This design comes from an exercise in tuning for small area on the open sky130 flow, not from production work. Function was checked by simulation only, so behaviour that the tests miss may differ from the original. Power is estimated from default activity; no workload was simulated.

==> design/flow/config.mk <==
export PLATFORM = sky130hd
export DESIGN_NAME = frame_codec
export DESIGN_NICKNAME = frame_codec
export VERILOG_FILES = /design/flow/design.v
export SDC_FILE = /design/flow/constraint.sdc
export NUM_CORES = 4
export LEC_CHECK = 0
export CAP_MARGIN = 0
export CORE_MARGIN = 2
export CORE_UTILIZATION = 75
export GPL_TIMING_DRIVEN = 0
export SLEW_MARGIN = 0
==> design/flow/flow/abc6.abc <==
strash
dc2
dc2
ifraig
dch -f
&get -n
&nf -p -R 1000
&put
==> design/flow/constraint.sdc <==
create_clock -name core_clock -period 6.0 [get_ports {clk}]
set_input_delay 1.2000 -clock core_clock [delete_from_list [all_inputs] [get_ports {clk}]]
set_output_delay 1.2000 -clock core_clock [all_outputs]
set_load 0.01 [all_outputs]
==> design/flow/flow/run.sh <==
#!/bin/bash
# Layout flow: the standard ORFS flow (standard.sh) with
#  1. the standard synthesis, unchanged (bash standard.sh synth);
#  2. its combinational cells re-mapped for area by ABC (remap.tcl, with
#     each abc*.abc script in turn; the smallest netlist is kept): the
#     flip-flops, their names and cell types stay as synthesis made them;
#  3. the rest of the standard flow (floorplan, power grid, tap cells,
#     placement, CTS, routing), with ports buffered by buf_1 and CTS built
#     from small clock buffers without dummy loads.
# Each tool writes its full output to a log file of its own here.
set -euo pipefail
export BUFFER_PORTS_ARGS="-buffer_cell sky130_fd_sc_hd__buf_1"
export CTS_ARGS="-sink_clustering_enable -repair_clock_nets -dont_use_dummy_load -buf_list sky130_fd_sc_hd__clkbuf_4 -sink_clustering_size 10 -sink_clustering_max_diameter 80"
R=orfs/results/$FLOW_PLATFORM/frame_codec/base
bash standard.sh synth > synth.log 2>&1
cp $R/1_2_yosys.v $R/1_2_yosys_standard.v
DONT_USE=$(make -s -C "$FLOW_HOME" DESIGN_CONFIG="$PWD/config.mk" WORK_HOME="$PWD/orfs" print-DONT_USE_CELLS 2>/dev/null | sed "s/^DONT_USE_CELLS: *//")
export DONT_USE REMAP_IN=$R/1_2_yosys_standard.v
export REMAP_LIB=$FLOW_HOME/platforms/$FLOW_PLATFORM/lib/sky130_fd_sc_hd__tt_025C_1v80.lib
best=""; best_area=""
for s in flow/abc*.abc; do
  n=$(basename $s .abc)
  REMAP_ABC=$PWD/$s REMAP_OUT=$R/1_2_yosys_$n.v yosys -c flow/remap.tcl > remap_$n.log 2>&1 || continue
  a=$(grep "Chip area" remap_$n.log | tail -1 | awk '{print $NF}')
  std=$(grep "Chip area" $R/1_2_yosys_$n.v.std_stat | tail -1 | awk '{print $NF}')
  echo "$n $a (standard $std)" >> remap_areas.log
  # a sanity bound: a re-mapping never shrinks the netlist this much
  awk -v a="$a" -v s="$std" 'BEGIN{exit !(a > 0.6*s)}' || continue
  if [[ -z "$best" ]] || awk -v a="$a" -v b="$best_area" 'BEGIN{exit !(a<b)}'; then best=$n; best_area=$a; fi
done
echo "best $best $best_area" >> remap_areas.log
cp $R/1_2_yosys_$best.v $R/1_2_yosys.v
rm -f $R/1_synth.odb $R/1_synth.sdc
bash standard.sh finish > finish.log 2>&1
==> design/flow/flow/abc2.abc <==
strash
dc2
ifraig
dch -f
&get -n
&nf -p -R 1000
&put
==> design/flow/flow/remap.tcl <==
# Re-map the combinational part of the standard synthesis netlist for area.
# Flip-flop cells are black boxes here, so they keep their names and types.
yosys read_liberty -ignore_miss_func $::env(REMAP_LIB)
yosys read_verilog $::env(REMAP_IN)
set ffs {}
foreach c [split [exec grep -o {sky130_fd_sc_hd__[a-z]*df[a-z0-9_]*} $::env(REMAP_IN) | sort -u] "\n"] {
  if {$c ne ""} { lappend ffs $c }
}
yosys blackbox {*}$ffs
yosys hierarchy -top $::env(FLOW_TOP)
yosys tee -o $::env(REMAP_OUT).std_stat stat -liberty $::env(REMAP_LIB)
yosys flatten
yosys opt_clean
set du {}
foreach c $::env(DONT_USE) { lappend du -dont_use $c }
yosys abc -script $::env(REMAP_ABC) -liberty $::env(REMAP_LIB) {*}$du
yosys opt_clean -purge
yosys rename -enumerate
yosys stat -liberty $::env(REMAP_LIB)
yosys write_verilog -noattr -noexpr -nohex -nodec $::env(REMAP_OUT)
==> design/flow/standard.sh <==
#!/bin/bash
# synth_recipe.tcl (not shown) runs the flow's synth.tcl, then flattens the netlist and writes it again
# the make line also repeats each setting of config.mk as NAME=value (left out here)
make -C /OpenROAD-flow-scripts/flow DESIGN_CONFIG=/design/flow/config.mk WORK_HOME=/design/flow/orfs CLKGATE_MAP_FILE= SYNTH_SCRIPT=/design/flow/synth_recipe.tcl "${@:-finish}"
==> design/flow/design.v <==
module frame_codec (
    input  wire        clk,
    input  wire        rst,
    input  wire        enc_start,
    output wire        enc_busy,
    output wire        tx_valid,
    output wire [7:0]  tx_data,
    output wire        tx_last,
    input  wire        tx_ready,
    input  wire        rx_valid,
    input  wire [7:0]  rx_data,
    input  wire        rx_end,
    output reg         res_valid,
    output wire [2:0]  res_kind,
    output wire [3:0]  res_reason,
    output wire [16:0] res_len,
    output wire [7:0]  res_type,
    output wire [7:0]  res_cmd,
    output wire [15:0] res_dlen,
    output wire [7:0]  res_chk_computed,
    output wire [7:0]  res_chk_received,
    output wire [7:0]  res_code,
    output wire [7:0]  res_rssi,
    output wire [15:0] res_pc,
    output wire [95:0] res_epc
);
    reg [2:0] es;
    wire      busy = |es;
    always @(posedge clk) begin
        if (rst)
            es <= 3'd0;
        else if (busy ? tx_ready : enc_start)
            es <= es + 3'd1;
    end
    reg [7:0] inv_byte;
    always @(*) begin
        case (es)
            3'd1:    inv_byte = 8'hBB;
            3'd3:    inv_byte = 8'h22;
            3'd6:    inv_byte = 8'h22;
            3'd7:    inv_byte = 8'h7E;
            default: inv_byte = 8'h00;
        endcase
    end
    assign enc_busy = busy;
    assign tx_valid = busy;
    assign tx_data  = inv_byte;
    assign tx_last  = (es == 3'd7);
    localparam [31:0] HDR_SUCC = 32'h0222_0011;
    reg [16:0]  cnt;
    reg [7:0]   sum;         
    reg [7:0]   d1, d2;      
    reg         sok;         
    reg         hs;          
    reg [119:0] wb;          
    wire        sat   = &cnt;
    wire        low   = (cnt[16:5] == 12'd0);
    wire [16:0] cnt_n = (rx_valid && !sat) ? cnt + 17'd1 : cnt;
    wire [7:0]  sum_a = sum + d2;
    wire [31:0] whdr  = ~wb[31:0];
    wire [7:0]  rx_n  = ~rx_data;
    wire [19:0] we;
    genvar g;
    generate
        for (g = 0; g < 20; g = g + 1) begin : g_we
            assign we[g] = rx_valid && low && (cnt[4:0] == g);
        end
    endgenerate
    always @(posedge clk) begin
        if (rst || rx_end)
            cnt <= 17'd0;
        else
            cnt <= cnt_n;
        if (rx_valid) begin
            d1  <= rx_data;
            d2  <= d1;
            sum <= (low && cnt[4:0] < 5'd3) ? 8'h00 : sum_a;
        end
        if (we[0])
            sok <= (rx_data == 8'hBB);
        if (we[5])
            hs <= (whdr == HDR_SUCC);
    end
    generate
        for (g = 0; g < 11; g = g + 1) begin : g_pay
            always @(posedge clk)
                if (we[g+5])
                    wb[119-8*g -: 8] <= rx_n;
        end
        for (g = 11; g < 15; g = g + 1) begin : g_hdr
            always @(posedge clk)
                if (we[g-10] || (we[g+5] && hs))
                    wb[119-8*g -: 8] <= rx_n;
        end
    endgenerate
    wire [7:0]  w_d1   = rx_valid ? rx_data : d1;
    wire [7:0]  w_d2   = rx_valid ? d1 : d2;
    wire [7:0]  w_sum  = rx_valid ? sum_a : sum;
    wire [15:0] w_dlen = hs ? HDR_SUCC[15:0] : whdr[15:0];
    wire [7:0]  s5     = ~wb[119:112];
    wire f_empty = (cnt_n == 17'd0);
    wire f_short = (cnt_n[16:3] == 14'd0);
    wire f_mark  = !sok || (rx_valid ? (rx_data != 8'h7E) : (d1 != 8'h7E));
    wire f_chk   = (w_sum != w_d2);
    wire [16:0] la = cnt_n;
    wire [16:0] lb = ~{1'b0, whdr[15:0]};
    wire [16:0] lk = 17'd6;
    wire [16:0] lc = {(lk[15:0] & la[15:0] & lb[15:0]) | (~lk[15:0] & (la[15:0] | lb[15:0])), 1'b0};
    wire f_len   = hs ? (cnt_n != 17'd24) : |(la ^ lb ^ lk ^ lc);
    wire p_succ  = hs || (whdr[31:16] == HDR_SUCC[31:16]);
    wire p_err   = !hs && (whdr[31:16] == 16'h01FF);
    wire l17     = hs;
    wire l1      = (whdr[15:0] == 16'd1);
    reg [3:0] oc_n;
    always @(*) begin
        if (f_empty)      oc_n = 4'd1;
        else if (f_short) oc_n = 4'd2;
        else if (f_mark)  oc_n = 4'd3;
        else if (f_chk)   oc_n = 4'd4;
        else if (f_len)   oc_n = 4'd5;
        else if (p_succ)  oc_n = l17 ? 4'd13 : 4'd6;
        else if (p_err)   oc_n = l1 ? ((s5 == 8'h15) ? 4'd14 : 4'd15) : 4'd7;
        else              oc_n = 4'd8;
    end
    wire n_chk  = !f_short && !f_mark && f_chk;
    wire n_succ = (oc_n == 4'd13);
    reg [3:0]   oc;
    reg         rhs;         
    reg [119:0] rb;          
    always @(posedge clk) begin
        if (rst) begin
            res_valid        <= 1'b0;
            oc               <= 4'd0;
            rhs              <= 1'b0;
            rb[111:79]       <= {33{1'b1}};
            rb[78:32]        <= 47'h0;
        end else if (rx_end) begin
            res_valid        <= 1'b1;
            oc               <= oc_n;
            rhs              <= hs && !f_short;
            rb[111:79]       <= n_succ ? wb[111:79] : ~{cnt_n, w_sum, w_d2};
            rb[78:32]        <= n_succ ? ~wb[78:32] : 47'h0;
        end else if (rx_valid) begin
            res_valid <= 1'b0;
        end
        if (rx_end) begin
            rb[119:112] <= wb[119:112];
            rb[31:0]    <= wb[31:0];
        end
    end
    wire o_x    = oc[3] & oc[2];
    wire o_succ = o_x & !oc[1];
    wire o_tag  = o_x & oc[1];
    wire o_hdr  = o_x | (oc > 4'd2);      
    wire o_ns   = (oc != 4'd0) && !o_succ;
    wire o_chk  = (oc == 4'd4);
    wire [119:0] rp     = {~rb[119:79], rb[78:32], ~rb[31:0]};
    wire [31:0] hdr_out = rhs ? HDR_SUCC : (o_hdr ? rp[31:0] : 32'h0);
    assign res_kind   = o_x ? {1'b0, oc[1:0]} : {(oc != 4'd0), 2'b00};
    assign res_reason = o_x ? 4'd0 : oc;
    assign res_rssi   = o_succ ? rp[119:112] : 8'h00;
    assign res_code   = o_tag  ? rp[119:112] : 8'h00;
    assign res_pc     = o_succ ? rp[111:96] : 16'h0;
    assign res_epc    = {(o_succ ? rp[95:79] : 17'h0), rp[78:32], (o_succ ? rp[31:0] : 32'h0)};
    assign res_len    = o_succ ? 17'd24 : (o_ns ? rp[111:95] : 17'd0);
    assign res_chk_computed = o_chk ? rp[94:87] : 8'h00;
    assign res_chk_received = o_chk ? rp[86:79] : 8'h00;
    assign res_type   = hdr_out[31:24];
    assign res_cmd    = hdr_out[23:16];
    assign res_dlen   = hdr_out[15:0];
endmodule
==> design/flow/flow/abc4.abc <==
strash
ifraig
dch -f
&get -n
&nf -p -R 1000 -E 100
&put
==> design/flow/flow/abc5.abc <==
strash
dc2
ifraig
dch -f
&get -n
&nf -p -R 1000 -E 100
&put
==> design/flow/flow/abc3.abc <==
strash
ifraig
dch -f
amap
==> design/flow/flow/abc1.abc <==
&get -n
&st
&dch
&nf -p -R 1000
&put
==> impl_metrics.toml, run 1 <==
[status]
outcome = "timing/DRC/antenna clean"

[global_routing]
grt_pass1_wl_um = 43200
grt_overflow = 0
antenna_found_initial = 0
grt_pass1_vias = 8027
grt_util_all_layers_pct = 34.9
grt_start_max_net_pins = 59

[cells_and_area]
nFillCells = 733
diodes = 0
areaGrowthSynthToFinish_pct = 13.4
multi_input_area_um2 = 3500
drive_gt1_share_pct = 4.07
nets = 1245
layout.area.seq_um2 = 7630

[synth]
synth_warnings = 1
syn_avg_cell_area_um2 = 11.6
synth_cells = 963
synth.net_count = 977
syn_area_um2 = 11200

[sta]
fin_crit_sh_pct = 96.0
worst_pin_slew_ps = 1290
finalSetupTns_ps = 0
finalHoldViolCount = 0
finalCriticalPeriod_ps = 5760
setup_viol = 0
fmax_mhz = 174
finalClockSkew_ps = 99.5
maxSlewViolCount = 0
rsz0062_at_grt = "yes"
relSlewSlack_pct = 13.5

[pwr]
vdd_drop_max_v = 0.000279
p_leak_uw = 0.00424
powerDensity_nw_per_um2 = 258
power_uw = 3260

[critical_path]
critPathMaxFanout = 45
cp_data_required_time_ps = 6510
cp.arrival_ps = 6270
critPathCaptureType = "flip-flop"
cp_cell_sequence = "nand3_1 > nand3b_1 > nor4_1 > nand2_1 > nand2_1 > nor2_1 > nand3_1 > nor2b_1 > nand2_1 > nor2_1 > and3_1 > o21ai_2 > xnor2_1 > o21ai_0 > o2111a_1 > o311ai_0 > a2111oi_0 > nand3_1 > a21oi_1 > and2_0 > nand2_2 > buf_12 > o21ai_0"
r2r_start = "cnt[5]"
crit_end = "rb[40]"
timing.reg2reg.setup_slack_ps = 240
crit_type = "flip-flop to flip-flop"
timing.rr.end = "rb[40]"
path_depth = 23
crit_family = "simple AND/OR/NAND/NOR gates"
crit_buf_inv = 1
slowest_stage = "dfxtp_1"
start_kind = "flip-flop"
cp-startpoint = "cnt[5]"
max_stage_delay_ps = 460
reg2regPathDepth = 23

[route]
first_pass_iters = 5
vias_per_cell = 6.21
final_antenna_net_count = 0
drt_iter0_markers = 942
drt_wl_total_um = 28000
via_count = 8773
drc = 0
wl_per_cell_um = 19.8

[placement]
gp_congestion = 0.927
numPortBuffers = 225
post-dp-hpwl_um = 19100

[flow_run]
max_cap_violations = 0

[die]
placementRows = 44
die_w_um = 126
die_area_um2 = 15900
initial_core_util_pct = 76.8
die_y_um = 126
io_pins = 226
core_area_um2 = 14500

[clock_tree]
cts_root_buffer = "clkbuf_4"
clk_pin_slew_worst_paths_ps = 100
cts_tree = "done"
postCtsSetupBuffers = 0
h-tree-depth = 2
clockBufferDepth = 3
cts.sinks = 292
hold_buffers = 0
clkLatencyLatePin_ps = 650
numCtsBuffers = 35

[min_path]
hold_path.class = "flip-flop to flip-flop"
hold_path.startpoint = "wb[41]"
power breakdown:
| part | internal, uW | switching [uW] | total, uW |
|---|---|---|---|
| combinational | 66.0 | 133 | 199 |
| sequential | 2160 | 34.7 | 2200 |
| clock | 271 | 593 | 864 |
| total | 2500 | 761 | 3260 |
cell type report:
type                            count  area share [%]
Clock buffer                       35            2.08
Inverter                           16           0.474
Multi-Input combinational cell    655            27.7
Sequential cell                   292            60.2
Tap cell                          184            1.82
Timing Repair Buffer              231            7.71
per-layer routing:
metal,GRT usage [%],up-vias,part of all wire (%)
li1,-,4007,-
met1,45.4,4136,37
met2,59.4,560,50
met3,7.52,70,9.6
met4,11.1,0,2.8
met5,0,-,0
worst min path at each step:
stage	end	cells after the start
global route	rb[41]	1
CTS	rb[41]	1
detailed placement	rb[47]	1
global placement	rb[72]	1
floorplan	rb[116]	0
finish	rb[41]	1
layout by cell type, fill, tap and decap left out, types with 3 or more instances in the layout:
cell and n:
or2_0 3, o22ai_1 20, nor3_1 7, mux2i_1 5, nor2_1 204, buf_1 223
nor2b_1 19, and2_0 6, maj3_1 5, dfxtp_1 114, nor4_1 11, nand2_1 93
clkbuf_4 35, mux2_1 7, o21bai_1 5, nand3_1 16, o21ai_0 62, o211ai_1 16
edfxtp_1 178, a211oi_1 4, buf_12 3, nand4b_1 6, nand2b_1 12, a32o_1 3
xnor2_1 30, clkinv_1 16, and3_1 8, nor3b_1 3, or3_1 4, nand4_1 10
xor2_1 13, a21oi_1 49
per-stage QoR:
step           cell area, um2  worst slack, ps  hold WS (ps)  std cells  utilization (%)
2_1_floorplan           11200              880           417        963                -
3_3_place_gp            12200            -2270           420       1372             84.2
3_5_place_dp            12400             -823           429       1378             85.2
4_1_cts                 12600              245           435       1413             87.0
5_1_grt                 12700            -5.99           447       1413             87.1
6_report                12700              240           431       1413             87.1
state kept, by name, summed over array words and instances (netlist names):
register	cells
sok	1
sum	8
rhs	1
hs	1
d2	8
oc	4
es	3
wb	120
res_valid	1
rb	120
cnt	17
d1	8
timing repair:
item | in CTS | in global routing
gates resized for setup | 2 | 3
setup endpoints to repair | 33 | 69
endpoints found under the hold margin | 0 | 0
==> run 2: changes to the inputs <==
--- a/design/flow/flow/run.sh
+++ b/design/flow/flow/run.sh
@@ -6,11 +6,11 @@
 #     flip-flops, their names and cell types stay as synthesis made them;
 #  3. the rest of the standard flow (floorplan, power grid, tap cells,
 #     placement, CTS, routing), with ports buffered by buf_1 and CTS built
-#     from small clock buffers without dummy loads.
-# Each tool writes its full output to a log file of its own here.
+#     from small clock buffers without dummy loads;
 set -euo pipefail
 export BUFFER_PORTS_ARGS="-buffer_cell sky130_fd_sc_hd__buf_1"
-export CTS_ARGS="-sink_clustering_enable -repair_clock_nets -dont_use_dummy_load -buf_list sky130_fd_sc_hd__clkbuf_4 -sink_clustering_size 10 -sink_clustering_max_diameter 80"
+CTS_BASE="-sink_clustering_enable -repair_clock_nets -dont_use_dummy_load"
+export CTS_ARGS="$CTS_BASE -buf_list sky130_fd_sc_hd__clkbuf_2"
 R=orfs/results/$FLOW_PLATFORM/frame_codec/base
 bash standard.sh synth > synth.log 2>&1
 cp $R/1_2_yosys.v $R/1_2_yosys_standard.v
@@ -32,3 +32,15 @@
 cp $R/1_2_yosys_$best.v $R/1_2_yosys.v
 rm -f $R/1_synth.odb $R/1_synth.sdc
 bash standard.sh finish > finish.log 2>&1
+
+export SLEW_LIB=$REMAP_LIB SLEW_R=$R
+openroad -no_init -exit flow/clkslew.tcl > clkslew.log 2>&1 || true
+slew=$(awk '/CLKSLEW_PS/ {print $2}' clkslew.log)
+echo "clock pin slew after the first try: $slew ps" >> clkslew_summary.log
+if awk -v s="$slew" 'BEGIN{exit !(s == "" || s > 0)}'; then
+  cp -r orfs/logs orfs/logs_try1
+  rm -f $R/4_* $R/5_* $R/6_* out/final.def
+  export CTS_ARGS="$CTS_BASE -buf_list {sky130_fd_sc_hd__clkbuf_2 sky130_fd_sc_hd__clkbuf_4}"
+  bash standard.sh finish > finish2.log 2>&1
+  openroad -no_init -exit flow/clkslew.tcl > clkslew2.log 2>&1 || true
+fi
==> design/flow/flow/clkslew.tcl (new file) <==
read_liberty $::env(SLEW_LIB)
read_db $::env(SLEW_R)/6_final.odb
read_sdc $::env(SLEW_R)/6_final.sdc
read_spef $::env(SLEW_R)/6_final.spef
set mx 0
foreach pin [get_pins -hierarchical */CLK] {
  foreach p {slew_max_rise slew_max_fall slew_max} {
    if {![catch {set s [get_property $pin $p]}]} { if {$s > $mx} {set mx $s} }
  }
}
puts "CLKSLEW_PS [expr {$mx * 1000.0}]"
--- a/design/flow/config.mk
+++ b/design/flow/config.mk
@@ -7,6 +7,5 @@
 export LEC_CHECK = 0
 export CAP_MARGIN = 0
 export CORE_MARGIN = 2
-export CORE_UTILIZATION = 75
-export GPL_TIMING_DRIVEN = 0
+export CORE_UTILIZATION = 65
 export SLEW_MARGIN = 0
==> run 2 against run 1 <==
Against the previous run: clock power increased by about 40%; cell count increased by 6.0%; still clean on timing, DRC and antenna; sequential share of layout area fell by 1.5 points; global-route usage is 5.3 points lower; via count decreased by 2.3%; largest cell class unchanged; wire length fell by 3.2%.
==> impl_metrics.toml, run 2 <==
[status]
outcome = "timing/DRC/antenna clean"

[critical_path]
crit_top_cell = "nand2_1"
crit_buf_inv = 1
timing.reg2reg.setup_slack_ps = 500
r2r_start = "cnt[5]"
cp_data_required_time_ps = 6540
critPathCaptureType = "flip-flop"
slowest_stage = "o21ai_0"
cp.arrival_ps = 6040
timing.rr.end = "rb[89]"
path_depth = 25
crit_type = "flip-flop to flip-flop"
max_stage_delay_ps = 580
cp-startpoint = "cnt[5]"
critPathMaxFanout = 16
reg2regPathDepth = 25
start_kind = "flip-flop"
crit_family = "simple AND/OR/NAND/NOR gates"

[clock_tree]
clockBufferDepth = 3
postCtsResizedCells = 0
hold_buffers = 0
h-tree-depth = 3
cts_tree = "done"
numCtsBuffers = 73
clk_pin_slew_worst_paths_ps = 70
cts_root_buffer = "clkbuf_4"
postCtsSetupBuffers = 0
clkLatencyLatePin_ps = 660
cts.sinks = 292

[flow_run]
max_cap_violations = 0

[sta]
worst_pin_slew_ps = 1190
relSlewSlack_pct = 20.3
finalHoldViolCount = 0
setup_viol = 0
rsz0062_at_grt = "no"
finalClockSkew_ps = 64.5
maxSlewViolCount = 0
fin_hold_ws_ps = 430
fin_crit_sh_pct = 91.6
finalSetupTns_ps = 0
finalCriticalPeriod_ps = 5500
fmax_mhz = 182

[cells_and_area]
drive_gt1_share_pct = 7.44
layout.area.seq_um2 = 7630
final_cell_area_um2 = 13000
reg.largest.list = "rb (120), wb (120), cnt (17)"
multi_input_area_um2 = 3490
final_cell_mix = "buf_1 (223), nor2_1 (204), edfxtp_1 (178)"
nets = 1293
nFillCells = 1169
utilization_pct = 77.7
final_common_cell = "buf_1"
areaGrowthSynthToFinish_pct = 16.3
fin_cells = 1498

[min_path]
hold_path.startpoint = "wb[72]"
hold_end = "rb[72]"
hold_path.class = "flip-flop to flip-flop"
holdPathStages = 1

[global_routing]
grt_pass1_wl_um = 41100
antenna_found_initial = 2
grt_overflow = 0
grt_pass1_vias = 7952
grt_util_all_layers_pct = 29.6
grt_start_max_net_pins = 64

[synth]
synth_cells = 963
synth_warnings = 1
syn_area_um2 = 11200
syn_avg_cell_area_um2 = 11.6
synth.net_count = 977

[route]
via_count = 8567
drt_wl_total_um = 27100
first_pass_iters = 6
drc = 0
drt_iter0_markers = 700
final_antenna_net_count = 0
vias_per_cell = 5.72
wl_per_cell_um = 18.1

[placement]
numPortBuffers = 225
gp_congestion = 0.875
post-dp-hpwl_um = 18100
placedCellCount = 1424
placed_area_um2 = 12400

[pwr]
p_leak_uw = 0.00443
powerDensity_nw_per_um2 = 278
vdd_drop_max_v = 0.000237

[die]
die_area_um2 = 18200
die_w_um = 135
placementRows = 47
io_pins = 226
core_area_um2 = 16700
die_y_um = 135
initial_core_util_pct = 66.8
-- run 2: worst max-delay path by stage --
| stage | to | slack, ps |
|---|---|---|
| floorplan | rb[79] | 880 |
| global placement | rb[109] | 650 |
| detailed placement | rb[90] | 420 |
| CTS | rb[89] | 640 |
| global route | rb[93] | 60 |
| finish | rb[89] | 500 |
-- run 2: layer usage --
layer	vias up	share of wire [%]	global-route usage, %
met5	-	0	0
met4	0	2.6	10.4
met3	57	8.1	7.92
met2	378	50	50.0
met1	4034	40	37.2
li1	4098	-	-
-- run 2: area by class of cell --
type	count	area share [%]
multi-input cells	655	26.9
well taps	220	2.12
clock buffers	73	4.22
flip-flops and latches	292	58.7
diodes	1	0.0193
repair buffers	241	7.54
inverters	16	0.463
-- run 2: worst register-to-register path: cells and delay by family (launching register included) --
kind / cells / cell delay [ps]
AO/OA/AOI/OAI: 6 / 1630
AND/OR/NAND/NOR: 17 / 2980
buffers and inverters: 1 / 200
XOR/XNOR: 1 / 150
flip-flops: 1 / 450
-- run 2: where the power goes --
part           switching (uW)  internal [uW]
registers                35.2           2170
logic                     130           63.5
clock network             660            554
-- run 2: metrics by stage --
stage	setup slack, ps	total power (uW)
after floorplan	880	2350
after detailed placement	418	2440
after global placement	655	2430
after CTS	638	3630
final	501	3610
after global routing	61.4	3740
==> run 3: changes to the inputs <==
--- a/design/flow/flow/run.sh
+++ b/design/flow/flow/run.sh
@@ -37,7 +37,7 @@
 openroad -no_init -exit flow/clkslew.tcl > clkslew.log 2>&1 || true
 slew=$(awk '/CLKSLEW_PS/ {print $2}' clkslew.log)
 echo "clock pin slew after the first try: $slew ps" >> clkslew_summary.log
-if awk -v s="$slew" 'BEGIN{exit !(s == "" || s > 0)}'; then
+if awk -v s="$slew" 'BEGIN{exit !(s == "" || s > 115)}'; then
   cp -r orfs/logs orfs/logs_try1
   rm -f $R/4_* $R/5_* $R/6_* out/final.def
   export CTS_ARGS="$CTS_BASE -buf_list {sky130_fd_sc_hd__clkbuf_2 sky130_fd_sc_hd__clkbuf_4}"
==> run 3 against run 2 <==
Against the previous run: combinational power is essentially flat; cell count did not move; die area unchanged; worst hold slack did not move; utilization did not move; register-to-register slack is essentially flat; worst setup slack did not move; critical path type unchanged; largest cell class unchanged; highest routed layer unchanged.
==> impl_metrics.toml, run 3 <==
[status]
outcome = "timing/DRC/antenna clean"

[die]
placementRows = 47
io_pins = 226
initial_core_util_pct = 66.8
die_y_um = 135
die_area_um2 = 18200
die_w_um = 135
core_area_um2 = 16700

[cells_and_area]
reg.largest.list = "rb (120), wb (120), cnt (17)"
nFillCells = 1169
utilization_pct = 77.7
nets = 1293
final_cell_area_um2 = 13000
final_common_cell = "buf_1"
drive_gt1_share_pct = 7.44
final_cell_mix = "buf_1 (223), nor2_1 (204), edfxtp_1 (178)"
areaGrowthSynthToFinish_pct = 16.3

[placement]
gp_congestion = 0.875
post-dp-hpwl_um = 18100
placed_area_um2 = 12400
numPortBuffers = 225

[clock_tree]
postCtsResizedCells = 0
cts.sinks = 292
hold_buffers = 0
clkLatencyLatePin_ps = 660
cts_tree = "done"
clk_pin_slew_worst_paths_ps = 70
cts_root_buffer = "clkbuf_4"
numCtsBuffers = 73
clockBufferDepth = 3
postCtsSetupBuffers = 0
h-tree-depth = 3

[sta]
rsz0062_at_grt = "no"
setup_viol = 0
fmax_mhz = 182
finalCriticalPeriod_ps = 5500
finalSetupTns_ps = 0
fin_hold_ws_ps = 430
fin_crit_sh_pct = 91.6
maxSlewViolCount = 0
relSlewSlack_pct = 20.3
worst_pin_slew_ps = 1190
finalClockSkew_ps = 64.5
finalHoldViolCount = 0

[critical_path]
start_kind = "flip-flop"
crit_type = "flip-flop to flip-flop"
cp_data_required_time_ps = 6540
crit_family = "simple AND/OR/NAND/NOR gates"
critPathCaptureType = "flip-flop"
max_stage_delay_ps = 580
crit_buf_inv = 1
cp.arrival_ps = 6040
crit_top_cell = "nand2_1"
critPathMaxFanout = 16
slowest_stage = "o21ai_0"

[pwr]
power.switching_uw = 826
seqPwrFrac_pct = 61.0
vdd_drop_max_v = 0.000237
power_frac_comb_pct = 5.4
clkPwrFrac_pct = 33.6
p_int_uw = 2790
swShare_pct = 22.9
p_leak_uw = 0.00443
powerDensity_nw_per_um2 = 278

[global_routing]
grt_pass1_wl_um = 41100
grt_pass1_vias = 7952
grt_overflow = 0
grt_util_all_layers_pct = 29.6
antenna_found_initial = 2
grt_start_max_net_pins = 64

[route]
wl_per_cell_um = 18.1
drt_wl_total_um = 27100
first_pass_iters = 6
vias_per_cell = 5.72
drc = 0
final_antenna_net_count = 0
drt_iter0_markers = 700
via_count = 8567

[flow_run]
max_cap_violations = 0

[min_path]
hold_path.class = "flip-flop to flip-flop"

[synth]
synth_cells = 963
syn_avg_cell_area_um2 = 11.6
synth_warnings = 1
syn_area_um2 = 11200
synth.net_count = 977
## run 3: power by group through the flow
stage | Combinational [uW] | Sequential, uW | Clock, uW
6_report | 194 | 2200 | 1210
5_1_grt | 213 | 2210 | 1320
4_1_cts | 193 | 2200 | 1230
3_5_place_dp | 193 | 2240 | 0
3_3_place_gp | 188 | 2240 | 0
2_1_floorplan | 118 | 2230 | 0
## run 3: worst paths after layout
path | endpoint | slack [ps] | start | cells past startpoint
worst max-delay path | rb[89] | 500 | cnt[5] | 25
worst min-delay path | rb[72] | 430 | wb[72] | 1
worst max register to register | rb[89] | 500 | cnt[5] | 25
worst min register to register | rb[72] | 430 | wb[72] | 1
## run 3: layout make-up
| cell class | count | area [um2] | share of cell area (%) |
|---|---|---|---|
| sequential | 292 | 7630 | 58.7 |
| multi-input combinational | 655 | 3490 | 26.9 |
| timing repair buffer | 241 | 980 | 7.54 |
| clock buffer | 73 | 548 | 4.22 |
| tap | 220 | 275 | 2.12 |
| inverter | 16 | 60.1 | 0.463 |
| antenna | 1 | 2.50 | 0.0193 |
## run 3: worst reg2reg max path, delay by kind of cell (launching register included)
kind                      cells  cell delay [ps]
buffers and inverters         1              200
xor gates and xnor gates      1              150
DFF                           1              450
AOI/OAI and AO/OA             6             1630
and+or+nand+nor              17             2980
## run 3: per-stage QoR
stage	power, uW	cells	setup WS (ps)
global route	3740	1498	61.4
floorplan	2350	963	880
detailed placement	2440	1424	418
global placement	2430	1424	655
finish	3610	1498	501
CTS	3630	1497	638
## run 3: per-layer routing
layer	share of wire [%]	GRT usage, %	vias to the layer above
li1	-	-	4098
met1	40	37.2	4034
met2	50	50.0	378
met3	8.1	7.92	57
met4	2.6	10.4	0
met5	0	0	-
==> run 4: changes to the inputs <==
--- a/design/flow/flow/run.sh
+++ b/design/flow/flow/run.sh
@@ -34,13 +34,19 @@
 bash standard.sh finish > finish.log 2>&1
 
 export SLEW_LIB=$REMAP_LIB SLEW_R=$R
-openroad -no_init -exit flow/clkslew.tcl > clkslew.log 2>&1 || true
-slew=$(awk '/CLKSLEW_PS/ {print $2}' clkslew.log)
-echo "clock pin slew after the first try: $slew ps" >> clkslew_summary.log
-if awk -v s="$slew" 'BEGIN{exit !(s == "" || s > 115)}'; then
-  cp -r orfs/logs orfs/logs_try1
+clk_slew() {
+  openroad -no_init -exit flow/clkslew.tcl > clkslew_$1.log 2>&1 || true
+  awk '/CLKSLEW_PS/ {print $2}' clkslew_$1.log
+}
+try=1
+for next in "-buf_list sky130_fd_sc_hd__clkbuf_4 -sink_clustering_size 8 -sink_clustering_max_diameter 60" \
+            "-buf_list {sky130_fd_sc_hd__clkbuf_2 sky130_fd_sc_hd__clkbuf_4}"; do
+  slew=$(clk_slew $try)
+  echo "try $try: clock pin slew $slew ps" >> clkslew_summary.log
+  awk -v s="$slew" 'BEGIN{exit !(s == "" || s > 117)}' || break
+  cp -r orfs/logs orfs/logs_try$try
   rm -f $R/4_* $R/5_* $R/6_* out/final.def
-  export CTS_ARGS="$CTS_BASE -buf_list {sky130_fd_sc_hd__clkbuf_2 sky130_fd_sc_hd__clkbuf_4}"
-  bash standard.sh finish > finish2.log 2>&1
-  openroad -no_init -exit flow/clkslew.tcl > clkslew2.log 2>&1 || true
-fi
+  try=$((try + 1))
+  export CTS_ARGS="$CTS_BASE $next"
+  bash standard.sh finish > finish$try.log 2>&1
+done
==> run 4 against run 3 <==
Against the previous run: wire length increased by 0.34%; cell count decreased by 0.20%; area after synthesis unchanged; worst hold slack got worse by 3.4 ps; sequential share of layout area increased by 0.91 points; critical path depth unchanged; first-iteration DRC count decreased by 14%; sequential cell count unchanged; still clean; total power decreased by 7.0%; fmax increased by 4.1%.
==> impl_metrics.toml, run 4 <==
[die]
die_w_um = 135
die_y_um = 135
die_area_um2 = 18200
io_pins = 226
placementRows = 47
core_area_um2 = 16700
initial_core_util_pct = 66.8

[cells_and_area]
nFillCells = 1195
fin_cells = 1495
final_cell_area_um2 = 12800
final_cell_mix = "buf_1 (223), nor2_1 (204), edfxtp_1 (178)"
nets = 1290
reg.largest.list = "rb (120), wb (120), cnt (17)"
final_common_cell = "buf_1"
drive_gt1_share_pct = 7.22
areaGrowthSynthToFinish_pct = 14.5

[clock_tree]
clk_pin_slew_worst_paths_ps = 100
postCtsResizedCells = 0
cts_tree = "done"
cts_root_buffer = "clkbuf_2"
h-tree-depth = 3
hold_buffers = 0
numCtsBuffers = 70
clkLatencyLatePin_ps = 810
postCtsSetupBuffers = 0
clockBufferDepth = 3
cts.sinks = 292

[route]
wl_per_cell_um = 18.2
drt_wl_total_um = 27200
vias_per_cell = 5.72
final_antenna_net_count = 0
via_count = 8556
drc = 0
first_pass_iters = 5
drt_iter0_markers = 603

[sta]
finalCriticalPeriod_ps = 5280
finalClockSkew_ps = 103
finalSetupTns_ps = 0
worst_pin_slew_ps = 1250
rsz0062_at_grt = "no"
relSlewSlack_pct = 16.3
fin_hold_ws_ps = 426
maxSlewViolCount = 0
fmax_mhz = 189
fin_crit_sh_pct = 88.0
setup_viol = 0
finalHoldViolCount = 0

[synth]
synth_warnings = 1
syn_area_um2 = 11200
synth.net_count = 977
synth_cells = 963
syn_avg_cell_area_um2 = 11.6

[global_routing]
grt_pass1_vias = 7941
grt_pass1_wl_um = 41200
grt_util_all_layers_pct = 29.7
grt_start_max_net_pins = 64
antenna_found_initial = 1
grt_overflow = 0

[placement]
gp_congestion = 0.875
post-dp-hpwl_um = 18100
placedCellCount = 1424
placed_area_um2 = 12400
numPortBuffers = 225

[critical_path]
cp.arrival_ps = 5960
cp_data_required_time_ps = 6670
critPathMaxFanout = 16
start_kind = "flip-flop"
crit_type = "flip-flop to flip-flop"
critPathCaptureType = "flip-flop"

[pwr]
powerDensity_nw_per_um2 = 263
vdd_drop_max_v = 0.000209
p_leak_uw = 0.00438

[min_path]
hold_path.class = "flip-flop to flip-flop"

[flow_run]
max_cap_violations = 0

[status]
outcome = "timing/DRC/antenna clean"
## run 4: path summary, 6_finish.rpt
kind / startpoint / end / slack, ps / depth (start not counted)
worst min register to register: wb[75] / rb[75] / 430 / 1
worst max-delay path: cnt[5] / rb[90] / 720 / 25
worst min-delay path: wb[75] / rb[75] / 430 / 1
worst max register to register: cnt[5] / rb[90] / 720 / 25
## run 4: metrics by stage
step / setup WS, ps / total power (uW) / util (%)
floorplan: 880 / 2350 / -
global placement: 655 / 2430 / 74.5
detailed placement: 418 / 2440 / 74.5
CTS: 612 / 3370 / 76.6
global route: 190 / 3480 / 76.6
finish: 718 / 3360 / 76.6
## run 4: area by class of cell
cell class                      count  area [um2]  area share [%]
Antenna cell                        1        2.50          0.0196
Tap cell                          220         275            2.15
Clock buffer                       70         350            2.74
Inverter                           16        60.1           0.470
Multi-Input combinational cell    655        3490            27.3
Timing Repair Buffer              241         980            7.66
Sequential cell                   292        7630            59.6
## run 4: layer usage
| layer | global-route usage, % | vias up | share of wire, % |
|---|---|---|---|
| li1 | - | 4100 | - |
| met1 | 37.1 | 4067 | 41 |
| met2 | 50.3 | 338 | 49 |
| met3 | 8.03 | 51 | 7.5 |
| met4 | 10.5 | 0 | 2.4 |
| met5 | 0 | - | 0 |
## run 4: critical path, cell delays in order, from the launching register on
cell and delay, ps:
dfxtp_1 460, nand3_1 200, nand3b_1 260, nor4_1 370, nand2_1 140, nand2_1 130, nor2_1 120, nand3_1 180
nor2b_1 90, nand2_1 150, nor2_1 130, and3_1 210, o21ai_1 380, xnor2_1 130, o21ai_0 100, o2111a_1 200
o311ai_0 110, a2111oi_0 320, nand3_1 220, a21oi_1 300, and2_0 310, nand2_1 90, buf_4 200, nand2_1 210
nor2_1 70, nor2_1 120
## run 4: power by group
group | internal [uW] | total, uW | switching [uW]
Sequential | 2160 | 2200 | 35.3
Clock | 304 | 965 | 661
Combinational | 63.5 | 195 | 131
Total | 2530 | 3360 | 827
==> run 5: changes to the inputs <==
--- a/design/flow/config.mk
+++ b/design/flow/config.mk
@@ -7,5 +7,5 @@
 export LEC_CHECK = 0
 export CAP_MARGIN = 0
 export CORE_MARGIN = 2
-export CORE_UTILIZATION = 65
+export CORE_UTILIZATION = 75
 export SLEW_MARGIN = 0
==> run 5 against run 4 <==
Against the previous run: via count is 3.5% higher; sequential share of layout area rose by 0.49 points; clock power shrank 3.9%; worst hold slack better by 6.1 ps; count of clock-buffer cells in the layout decreased by 28; critical path type unchanged; critical path depth down 2; total power is 0.99% lower; worst setup slack worse by 160 ps; first-iteration DRC count is 47% higher; fmax fell by 2.9%.
==> impl_metrics.toml, run 5 <==
[critical_path]
critPathMaxFanout = 41
critPathCaptureType = "flip-flop"
cp.arrival_ps = 6000
start_kind = "flip-flop"
cp_data_required_time_ps = 6570
crit_type = "flip-flop to flip-flop"

[sta]
fmax_mhz = 184
finalHoldViolCount = 0
maxSlewViolCount = 0
relSlewSlack_pct = 19.4
rsz0062_at_grt = "no"
finalClockSkew_ps = 61.6
setup_viol = 0
worst_pin_slew_ps = 1200
finalCriticalPeriod_ps = 5440
finalSetupTns_ps = 0
fin_crit_sh_pct = 90.6

[synth]
syn_avg_cell_area_um2 = 11.6
synth_warnings = 1
synth_cells = 963
synth.net_count = 977
syn_area_um2 = 11200

[die]
placementRows = 44
initial_core_util_pct = 76.8
core_area_um2 = 14500
die_area_um2 = 15900
die_w_um = 126
io_pins = 226
die_y_um = 126

[pwr]
p_int_uw = 2550
p_leak_uw = 0.00428
power.switching_uw = 775
vdd_drop_max_v = 0.000278
power_uw = 3330
seqPwrFrac_pct = 66.2
power_frac_comb_pct = 6.0
clkPwrFrac_pct = 27.9
swShare_pct = 23.3
powerDensity_nw_per_um2 = 262

[route]
first_pass_iters = 5
wl_per_cell_um = 19.9
final_antenna_net_count = 0
drt_iter0_markers = 885
drt_wl_total_um = 28400
via_count = 8858
vias_per_cell = 6.21
drc = 0

[global_routing]
grt_start_max_net_pins = 58
antenna_found_initial = 0
grt_util_all_layers_pct = 35.4
grt_overflow = 0
grt_pass1_wl_um = 43700
grt_pass1_vias = 8255

[placement]
numPortBuffers = 225
gp_congestion = 0.968
post-dp-hpwl_um = 19100

[cells_and_area]
reg.largest.list = "rb (120), wb (120), cnt (17)"
final_cell_mix = "buf_1 (223), nor2_1 (204), edfxtp_1 (178)"
nets = 1258
utilization_pct = 87.3
diodes = 0
areaGrowthSynthToFinish_pct = 13.6
drive_gt1_share_pct = 4.91
final_common_cell = "buf_1"

[clock_tree]
h-tree-depth = 2
clockBufferDepth = 3
clk_pin_slew_worst_paths_ps = 90
numCtsBuffers = 42
cts_root_buffer = "clkbuf_4"
cts.sinks = 292
cts_tree = "done"
clkLatencyLatePin_ps = 660

[flow_run]
max_cap_violations = 0

[min_path]
hold_path.class = "flip-flop to flip-flop"

[status]
outcome = "timing/DRC/antenna clean"
-- run 5: path summary, 6_finish.rpt --
check / start / slack (ps) / end / cells past startpoint
worst max-delay path: cnt[5] / 560 / rb[77] / 23
worst min-delay path: wb[51] / 430 / rb[51] / 1
worst max register to register: cnt[5] / 560 / rb[77] / 23
worst min register to register: wb[51] / 430 / rb[51] / 1
-- run 5: repair_timing --
action | 4_1_cts | 5_1_grt
gates resized for setup | 0 | 3
hold buffers | 0 | 0
setup endpoints to repair | 0 | 71
setup buffers | 0 | 0
hold endpoints to repair | 0 | 0
-- run 5: layer usage --
layer	GRT usage (%)	share of wire, %
met5	0	0
met4	14.5	3.9
met3	6.16	9.2
met2	59.1	49
met1	46.7	38
-- run 5: per-stage QoR --
stage	instances	hold WS (ps)	worst slack (ps)	cell area [um2]
global route	1426	450	67.7	12700
global placement	1384	419	504	12400
detailed placement	1384	425	248	12400
CTS	1426	437	445	12700
finish	1426	433	563	12700
floorplan	963	417	880	11200
-- run 5: power by group through the flow --
stage	Sequential [uW]	Clock [uW]	Combinational, uW
floorplan	2230	0	118
global placement	2240	0	185
global route	2210	1010	212
CTS	2200	923	194
finish	2200	927	198
detailed placement	2250	0	193
-- run 5: final cells by class --
cell class | count | area [um2]
multi-input cells | 655 | 3500
clock buffers | 42 | 315
fillers | 719 | 1850
repair buffers | 237 | 950
flip-flops and latches | 292 | 7630
inverters | 16 | 60.1
well taps | 184 | 230
-- run 5: worst max-delay path, cell delays in order (launching register included) --
cell and delay, ps:
dfxtp_1 460, nand3_1 200, nand3b_1 260, nor4_1 430, nand2_1 130, nand2_1 120
nor2_1 110, nand3_1 160, nor2b_1 70, nand2_1 140, nor2_1 120, and3_1 210
o21ai_1 430, xnor2_1 150, o21ai_0 120, o2111a_1 230, o311ai_0 120, a2111oi_0 330
nand3_1 200, a21oi_1 280, and2_0 390, nand2_4 250, buf_12 250, o21ai_0 220
==> run 6: changes to the inputs <==
--- a/design/flow/config.mk
+++ b/design/flow/config.mk
@@ -7,5 +7,5 @@
 export LEC_CHECK = 0
 export CAP_MARGIN = 0
 export CORE_MARGIN = 2
-export CORE_UTILIZATION = 75
+export CORE_UTILIZATION = 85
 export SLEW_MARGIN = 0
==> run 6 against run 5 <==
Against the previous run: the flow now stops in global placement; synthesized cell count did not move; area after synthesis unchanged.
==> impl_metrics.toml, run 6 <==
[status]
outcome = "did not finish"
haltStage = "global placement"
error = "[ERROR GPL-0301] Utilization 100.772 % exceeds 100%."

[die]
initial_core_util_pct = 87.7
die_w_um = 119
placementRows = 41
io_pins = 226
die_y_um = 119

[placement]
numPortBuffers = 225

[synth]
synth_cells = 963
synth.net_count = 977
syn_area_um2 = 11200
synth_warnings = 1
syn_avg_cell_area_um2 = 11.6
==> run 7: changes to the inputs <==
--- a/design/flow/flow/run.sh
+++ b/design/flow/flow/run.sh
@@ -10,7 +10,7 @@
 set -euo pipefail
 export BUFFER_PORTS_ARGS="-buffer_cell sky130_fd_sc_hd__buf_1"
 CTS_BASE="-sink_clustering_enable -repair_clock_nets -dont_use_dummy_load"
-export CTS_ARGS="$CTS_BASE -buf_list sky130_fd_sc_hd__clkbuf_2"
+export CTS_ARGS="$CTS_BASE -buf_list sky130_fd_sc_hd__clkbuf_4 -sink_clustering_size 10 -sink_clustering_max_diameter 80"
 R=orfs/results/$FLOW_PLATFORM/frame_codec/base
 bash standard.sh synth > synth.log 2>&1
 cp $R/1_2_yosys.v $R/1_2_yosys_standard.v
--- a/design/flow/config.mk
+++ b/design/flow/config.mk
@@ -7,5 +7,5 @@
 export LEC_CHECK = 0
 export CAP_MARGIN = 0
 export CORE_MARGIN = 2
-export CORE_UTILIZATION = 85
+export CORE_UTILIZATION = 65
 export SLEW_MARGIN = 0
==> run 7 against run 6 <==
Against the previous run: now clean on timing, DRC and antenna; area after synthesis unchanged; synthesized cell count did not move.
==> impl_metrics.toml, run 7 <==
[clock_tree]
cts_root_buffer = "clkbuf_4"
h-tree-depth = 2
cts_tree = "done"
clkLatencyLatePin_ps = 650
postCtsResizedCells = 0
clk_pin_slew_worst_paths_ps = 100
cts.sinks = 292
clockBufferDepth = 3
numCtsBuffers = 42
postCtsSetupBuffers = 0
hold_buffers = 0

[pwr]
p_leak_uw = 0.00428
powerDensity_nw_per_um2 = 261
power_uw = 3320
vdd_drop_max_v = 0.000216

[global_routing]
grt_start_max_net_pins = 64
grt_pass1_wl_um = 40800
antenna_found_initial = 1
grt_overflow = 0
grt_util_all_layers_pct = 29.2
grt_pass1_vias = 7717

[cells_and_area]
areaGrowthSynthToFinish_pct = 14.2
utilization_pct = 76.4
nFillCells = 1189
nets = 1262
drive_gt1_share_pct = 5.14
final_cell_mix = "buf_1 (223), nor2_1 (204), edfxtp_1 (178)"
final_common_cell = "buf_1"
reg.largest.list = "rb (120), wb (120), cnt (17)"

[sta]
fin_crit_sh_pct = 90.5
finalSetupTns_ps = 0
worst_pin_slew_ps = 1240
finalCriticalPeriod_ps = 5430
setup_viol = 0
rsz0062_at_grt = "no"
fmax_mhz = 184
maxSlewViolCount = 0
finalHoldViolCount = 0
relSlewSlack_pct = 16.7
finalClockSkew_ps = 76.1

[route]
drc = 0
via_count = 8449
final_antenna_net_count = 0
wl_per_cell_um = 18.4
drt_wl_total_um = 26900
first_pass_iters = 5
vias_per_cell = 5.76
drt_iter0_markers = 645

[critical_path]
timing.rr.end = "rb[90]"
crit_end = "rb[90]"
crit_type = "flip-flop to flip-flop"
start_kind = "flip-flop"
cp_data_required_time_ps = 6590
r2r_start = "cnt[0]"
critPathCaptureType = "flip-flop"
timing.reg2reg.setup_slack_ps = 570
cp.arrival_ps = 6020
reg2regPathDepth = 24
cp-startpoint = "cnt[0]"
critPathMaxFanout = 16

[placement]
post-dp-hpwl_um = 18100
gp_congestion = 0.875
numPortBuffers = 225

[synth]
syn_avg_cell_area_um2 = 11.6
syn_area_um2 = 11200
synth_cells = 963
synth.net_count = 977
synth_warnings = 1

[min_path]
hold_path.startpoint = "wb[62]"
hold_path.class = "flip-flop to flip-flop"

[die]
die_w_um = 135
core_area_um2 = 16700
io_pins = 226
die_y_um = 135
initial_core_util_pct = 66.8
die_area_um2 = 18200
placementRows = 47

[status]
outcome = "timing/DRC/antenna clean"

[flow_run]
max_cap_violations = 0
## run 7: final cells by class
| cell class | count | area (um2) | share of cell area, % |
|---|---|---|---|
| antenna | 1 | 2.50 | 0.0196 |
| clock buffer | 42 | 315 | 2.47 |
| inverter | 16 | 60.1 | 0.471 |
| multi-input combinational | 655 | 3490 | 27.4 |
| sequential | 292 | 7630 | 59.8 |
| tap | 220 | 275 | 2.16 |
| timing repair buffer | 241 | 980 | 7.68 |
## run 7: worst min-delay path by stage
stage,cells after the start,to,slack (ps)
5_1_grt,1,rb[61],460
6_report,1,rb[62],430
4_1_cts,1,rb[61],440
3_3_place_gp,1,rb[41],420
2_1_floorplan,0,rb[116],420
3_5_place_dp,1,rb[69],430
## run 7: where the power goes
part | total (uW) | internal, uW | switching (uW)
Sequential | 2200 | 2160 | 35.3
Combinational | 194 | 63.5 | 131
Clock | 930 | 323 | 607
Total | 3320 | 2550 | 773
## run 7: worst max-delay path: stages (launching register included)
cell and delay (ps):
dfxtp_1 540, nand2_1 290, nor4_1 400, nand2_1 150, nand2_1 130, nor2_1 110
nand3_1 170, nor2b_1 80, nand2_1 140, nor2_1 120, and3_1 210, o21ai_0 570
xnor2_1 150, o21ai_0 110, o2111a_1 200, o311ai_0 110, a2111oi_0 320, nand3_1 220
a21oi_1 300, and2_0 320, nand2_1 90, buf_4 200, nand2_1 220, nor2_1 70
nor2_1 120
## run 7: metal layers
layer,part of all wire [%],track usage [%],vias up
met4,2.5,8.74,0
li1,-,-,4039
met3,7.5,6.57,53
met1,41,38.0,4022
met2,49,49.6,335
met5,0,0,-
## run 7: metrics by stage
stage / instances / hold slack, ps / cell area [um2] / setup slack (ps)
4_1_cts: 1466 / 437 / 12700 / 647
3_3_place_gp: 1424 / 419 / 12400 / 655
6_report: 1467 / 431 / 12800 / 568
5_1_grt: 1467 / 455 / 12800 / 23.1
2_1_floorplan: 963 / 417 / 11200 / 880
3_5_place_dp: 1424 / 429 / 12400 / 418
==> run 8: changes to the inputs <==
==> design/flow/flow/abc7.abc (new file) <==
strash
dc2
&get -n
&deepsyn -T 60
&put
ifraig
dch -f
&get -n
&nf -p -R 1000
&put
==> run 8 against run 7 <==
Against the previous run: die area is 0.81% lower; sequential cell count is the same; global-route usage fell by 0.80 points; sequential power about the same; count of clock-buffer cells in the layout stayed put; clock power decreased by 1%; cell count shrank 0.75%; critical endpoint is now rb[83]; largest power group unchanged.
==> impl_metrics.toml, run 8 <==
[route]
final_antenna_net_count = 0
drc = 0
vias_per_cell = 5.71
first_pass_iters = 6
drt_iter0_markers = 687
wl_per_cell_um = 17.8
via_count = 8318
drt_wl_total_um = 25900

[critical_path]
critPathMaxFanout = 16
cp_data_required_time_ps = 6530
crit_type = "flip-flop to flip-flop"
cp.arrival_ps = 5880
max_stage_delay_ps = 470
start_kind = "flip-flop"
crit_top_cell = "maj3_1"
critPathCaptureType = "flip-flop"
cp_cell_sequence = "a21oi_1 > o21ai_0 > maj3_1 > maj3_1 > maj3_1 > maj3_1 > maj3_1 > xor2_1 > nand2_1 > xor2_1 > nor2_1 > nor4_1 > nand2_1 > nor2b_1 > nand2_2 > nand2_1 > clkinv_1 > a21oi_1"
slowest_stage = "edfxtp_1"

[clock_tree]
clkLatencyLatePin_ps = 640
numCtsBuffers = 42
h-tree-depth = 2
cts_tree = "done"
cts_root_buffer = "clkbuf_4"
cts.sinks = 292
clockBufferDepth = 3
clk_pin_slew_worst_paths_ps = 90
postCtsSetupBuffers = 0

[synth]
syn_avg_cell_area_um2 = 11.6
synth.net_count = 967
synth_warnings = 1
syn_area_um2 = 11100
synth_cells = 953

[cells_and_area]
reg.largest.list = "rb (120), wb (120), cnt (17)"
final_common_cell = "buf_1"
drive_gt1_share_pct = 5.02
areaGrowthSynthToFinish_pct = 14.1
nets = 1251
final_cell_mix = "buf_1 (223), nor2_1 (216), edfxtp_1 (178)"

[sta]
finalSetupTns_ps = 0
fin_hold_ws_ps = 427
worst_pin_slew_ps = 1190
fmax_mhz = 187
finalHoldViolCount = 0
fin_crit_sh_pct = 89.3
relSlewSlack_pct = 19.9
setup_viol = 0
rsz0062_at_grt = "no"
finalClockSkew_ps = 45.6
maxSlewViolCount = 0
finalCriticalPeriod_ps = 5360

[placement]
numPortBuffers = 225
gp_congestion = 0.879
post-dp-hpwl_um = 17300

[pwr]
p_int_uw = 2540
vdd_drop_max_v = 0.000217
power.switching_uw = 756
p_leak_uw = 0.00423
swShare_pct = 22.9
power_frac_comb_pct = 5.7
powerDensity_nw_per_um2 = 261
clkPwrFrac_pct = 27.9
seqPwrFrac_pct = 66.4

[die]
io_pins = 226
initial_core_util_pct = 66.5
die_w_um = 135
die_area_um2 = 18100
die_y_um = 135
core_area_um2 = 16600
placementRows = 47

[global_routing]
grt_start_max_net_pins = 76
grt_overflow = 0
antenna_found_initial = 1
grt_pass1_vias = 7585
grt_pass1_wl_um = 39700
grt_util_all_layers_pct = 28.4

[flow_run]
max_cap_violations = 0

[min_path]
hold_path.class = "flip-flop to flip-flop"

[status]
outcome = "timing/DRC/antenna clean"
==> run 8: changes by cell type in the layout (fill, tap and decap cells not counted), sizes merged, moves of 4 or more <==
cell,change
xor2,+4
nor3,+4
nor2,+12
o21ai,+11
nand2b,-4
nand2,-11
o211ai,-12
nand3,-4
a21oi,-6
==> run 8: worst max-delay path, delay by kind of cell, from the launching register on <==
family	cells	cell delay, ps
fa+ha+maj	5	2060
simple gates	7	1300
compound gates	3	680
flops	1	470
xor+xnor	2	440
buf+inv	1	290
==> run 8: power by group through the flow <==
| stage | registers [uW] | logic, uW | clock network, uW |
|---|---|---|---|
| floorplan | 2230 | 116 | 0 |
| global placement | 2240 | 183 | 0 |
| detailed placement | 2240 | 187 | 0 |
| CTS | 2190 | 188 | 928 |
| global route | 2200 | 207 | 1000 |
| finish | 2190 | 189 | 919 |
==> run 8: layer usage <==
metal	share of wire (%)	GRT usage, %	wire, um	up-vias
met4	2.8	10.2	728	0
li1	-	-	-	3979
met2	48	47.0	12400	350
met1	42	37.7	10900	3937
met5	0	0	0	-
met3	7.0	5.89	1810	52
==> run 8: metrics by stage <==
| stage | power [uW] | setup slack [ps] | util (%) | instances | instance area, um2 |
|---|---|---|---|---|---|
| after global routing | 3410 | 132 | 75.9 | 1456 | 12600 |
| final | 3300 | 643 | 75.9 | 1456 | 12600 |
| after CTS | 3310 | 529 | 75.9 | 1455 | 12600 |
| after global placement | 2420 | 596 | 74.0 | 1413 | 12300 |
| after floorplan | 2340 | 752 | - | 953 | 11100 |
| after detailed placement | 2430 | 401 | 74.0 | 1413 | 12300 |
==> run 8: area by class of cell <==
cell class	instances	area, um2
Multi-Input combinational cell	645	3390
Sequential cell	292	7630
Fill cell	1197	4010
Antenna cell	1	2.50
Tap cell	220	275
Timing Repair Buffer	240	960
Inverter	16	60.1
Clock buffer	42	315
==> run 8: worst paths after layout <==
check	cells after the start	from	to	slack, ps
hold / removal	1	wb[75]	rb[75]	430
hold reg to reg	1	wb[75]	rb[75]	430
setup reg to reg	18	sum[0]	rb[83]	640
setup / recovery	18	sum[0]	rb[83]	640
==> run 8: what timing repair did <==
action	CTS	global route
hold buffers	0	0
gates resized for setup	0	1
setup endpoints to repair	0	2

-- re-timing with driven ports --
No port has a modelled driver above. Below, the same layouts with a new extraction and two added sets of constraints. Step 1 assumes that a clkbuf_16 drives the clock port and a buf_2 every other input. Step 2, shift: input delay + t, output delay - t, t = (earliest + latest rising clock arrival at the registers) / 2. This alone moves slack from input paths to output paths. Three values: no drivers, after step 1, after step 2; two values: the first two.
run	shift t [ns]	slack for setup (ns)	cell pins on the clock port's net
run 1	0.640	0.240 / 0.240 / -0.344	1
run 2	0.675	0.501 / 0.501 / 0.299	1
run 3	0.675	0.501 / 0.501 / 0.299	1
run 4	0.794	0.718 / 0.718 / 0.401	1
run 5	0.662	0.563 / 0.563 / 0.342	1
run 7	0.658	0.568 / 0.568 / 0.371	1
run 8	0.659	0.643 / 0.643 / 0.281	1
Met with ideal ports but missed after step 2: setup timing in run 1. For run 1, which loses most, drivers alone change the setup slack by 0.000 ns; drivers and shift together by -0.584 ns.
